What follows belongs to an exercise in optimizing a design on an open flow for small area, a short achievable clock period and few clock cycles per item; a production flow would make more cautious choices.
Power is estimated from default activity; no workload was simulated.

## birch
// rtp_h264_depkt
module rtp_h264_depkt (
    input  wire       clk,
    input  wire       rst,
    input  wire       cfg_strict_f,
    input  wire       cfg_zero_byte,
    input  wire       in_valid,
    output wire       in_ready,
    input  wire [7:0] in_data,
    input  wire       in_last,
    output reg        out_valid,
    input  wire       out_ready,
    output reg  [7:0] out_data,
    output wire       res_valid,
    output reg  [2:0] res_cause,
    output wire [4:0] res_flags
);
    localparam [2:0] C_OK         = 3'd0;
    localparam [2:0] C_SHORT      = 3'd1;
    localparam [2:0] C_FBIT       = 3'd2;
    localparam [2:0] C_TRUNC_DON  = 3'd3;
    localparam [2:0] C_TRUNC_SIZE = 3'd4;
    localparam [2:0] C_TRUNC_EXTRA= 3'd5;
    localparam [2:0] C_ZERO_SIZE  = 3'd6;
    localparam [2:0] C_TRUNC_UNIT = 3'd7;
    localparam [3:0] S_IDLE    = 4'd0;    
    localparam [3:0] S_FU_HDR  = 4'd1;    
    localparam [3:0] S_COPY    = 4'd2;    
    localparam [3:0] S_SZ0     = 4'd3;    
    localparam [3:0] S_SZ1     = 4'd4;    
    localparam [3:0] S_UHDR    = 4'd5;    
    localparam [3:0] S_UNIT    = 4'd6;    
    localparam [3:0] S_UNIT_F  = 4'd7;    
    localparam [3:0] S_FUB_DON = 4'd8;    
    localparam [3:0] S_AG_DON  = 4'd9;    
    localparam [3:0] S_EXT     = 4'd10;   
  ...
Size in the first run: about 370 cells after synthesis, about 34 I/O pins.
==> flow/config.mk <==
export PLATFORM = sky130hd
export DESIGN_NAME = rtp_h264_depkt
export DESIGN_NICKNAME = rtp_h264_depkt
export VERILOG_FILES = /design/flow/design.v
export SDC_FILE = /design/flow/constraint.sdc
export NUM_CORES = 4
export LEC_CHECK = 0
export CAP_MARGIN = 20
export CORE_MARGIN = 2
export CORE_UTILIZATION = 60
export SETUP_SLACK_MARGIN = 2.8
export SLEW_MARGIN = 20
==> flow/constraint.sdc <==
create_clock -name core_clock -period 5.0 [get_ports {clk}]
set_input_delay 1.0000 -clock core_clock [delete_from_list [all_inputs] [get_ports {clk}]]
set_output_delay 1.0000 -clock core_clock [all_outputs]
set_load 0.01 [all_outputs]
standard.sh (not shown) runs the stock make flow with config.mk's settings and CLKGATE_MAP_FILE= SYNTH_SCRIPT=/design/flow/synth_recipe.tcl, a recipe that flattens the netlist after the stock synthesis.
==> flow/flow/run.sh <==
#!/bin/bash
# The standard layout (standard.sh, unchanged synthesis and steps), with the
# port buffers that placement inserts made of sky130_fd_sc_hd__buf_1 instead
# of the resizer's default pick; timing repair still sizes them up where a
# path needs it. make's full output goes to flow_make.log here, and ORFS
# keeps each step's log under orfs/logs/.
set -euo pipefail
export BUFFER_PORTS_ARGS="-buffer_cell sky130_fd_sc_hd__buf_1"
bash standard.sh finish > flow_make.log 2>&1
Changes in oak relative to birch:
-- flow/config.mk --
<<< birch, line 10
export CORE_UTILIZATION = 60
export SETUP_SLACK_MARGIN = 2.8
export SLEW_MARGIN = 20
>>> oak, line 10
export CORE_UTILIZATION = 60
export SETUP_SLACK_MARGIN = 2.6
export SLEW_MARGIN = 20
Results
More vias were needed by birch than by oak.
Compared with birch, oak shows a global-route usage that is 2.5 points lower.
Cell area improves in oak relative to birch.
Relative to birch, register fraction of the total cell area has gone up in oak.
The core utilization of oak falls short of that of birch by 6.2 points.
oak vs. birch: first-pass GRT wire length went down by 7.5%.
oak did not stop at any stage, and its layout met the timing, DRC and antenna checks.
oak has area growth from synthesis to final layout below what birch had.
Per the comparison of oak with birch, slew at the pin with the worst max-slew slack +0.32 ns; total power of the final layout -about 6%; time the worst path needs with I/O delays and setup +0.025 ns; routed wire length -9.2%.
No functional check of the RTL was part of any run of this note.

* * *

Another version of the RTL of rtp_h264_depkt (not shown whole).
Size in the first run: about 53 flip-flops.
==> flow/config.mk <==
export PLATFORM = sky130hd
export DESIGN_NAME = rtp_h264_depkt
export DESIGN_NICKNAME = rtp_h264_depkt
export VERILOG_FILES = /design/flow/design.v
export SDC_FILE = /design/flow/constraint.sdc
export NUM_CORES = 4
export LEC_CHECK = 0
export CAP_MARGIN = 20
export CORE_MARGIN = 2
export CORE_UTILIZATION = 60
export SETUP_SLACK_MARGIN = 2.6
export SLEW_MARGIN = 20
==> flow/constraint.sdc <==
create_clock -name core_clock -period 5.0 [get_ports {clk}]
set_input_delay 1.0000 -clock core_clock [delete_from_list [all_inputs] [get_ports {clk}]]
set_output_delay 1.0000 -clock core_clock [all_outputs]
set_load 0.01 [all_outputs]
Scripts as last shown in full above: flow/flow/run.sh
The first run completed with no timing, DRC or antenna violations.
Edit:
- SETUP_SLACK_MARGIN: 2.6 -> 2.5
The changed run went through all stages and came out clean; combinational power came out lower by 6.1%; die area stays the same; sequential share of layout area goes up by 1.0 points; design area fell by 2.8%.
Function was not checked in any run of this note: the RTL went through the layout flow alone.

[separate check: timing with driven ports]
The flow's constraints put no driver on any port. The routed layouts listed below were extracted and timed again, unchanged, in two steps.
Step 1: set_driving_cell puts a clkbuf_16 on clk and a buf_2 on each other input, an assumption about the parent block.
Step 2 times the ports against the registers' clock, not the clock port: input delays grow and output delays shrink by t, the midpoint of the rising clock arrivals with the driver on.
Slacks: ideal ports / drivers / drivers and shift; pairs: ideal ports / drivers.
| run | t, ns | setup WS [ns] | hold WS [ns] | clock arrival spread, ns |
|---|---|---|---|---|
| birch | 0.342 | 2.573 / 2.527 / 2.301 | 0.548 / 0.548 / 0.548 | 0.013 / 0.013 |
| oak | 0.330 | 2.548 / 2.500 / 2.297 | 0.549 / 0.549 / 0.549 | 0.007 / 0.007 |
| the first run of note 2 | 0.336 | 2.561 / 2.525 / 2.206 | 0.503 / 0.503 / 0.503 | 0.010 / 0.009 |
| the second run of note 2 | 0.343 | 2.503 / 2.511 / 2.168 | 0.477 / 0.477 / 0.477 | 0.012 / 0.012 |
After both steps setup and hold are still met in every run listed. For the first run of note 2, which loses most, drivers alone change the setup slack by -0.036 ns; drivers and shift together by -0.355 ns.
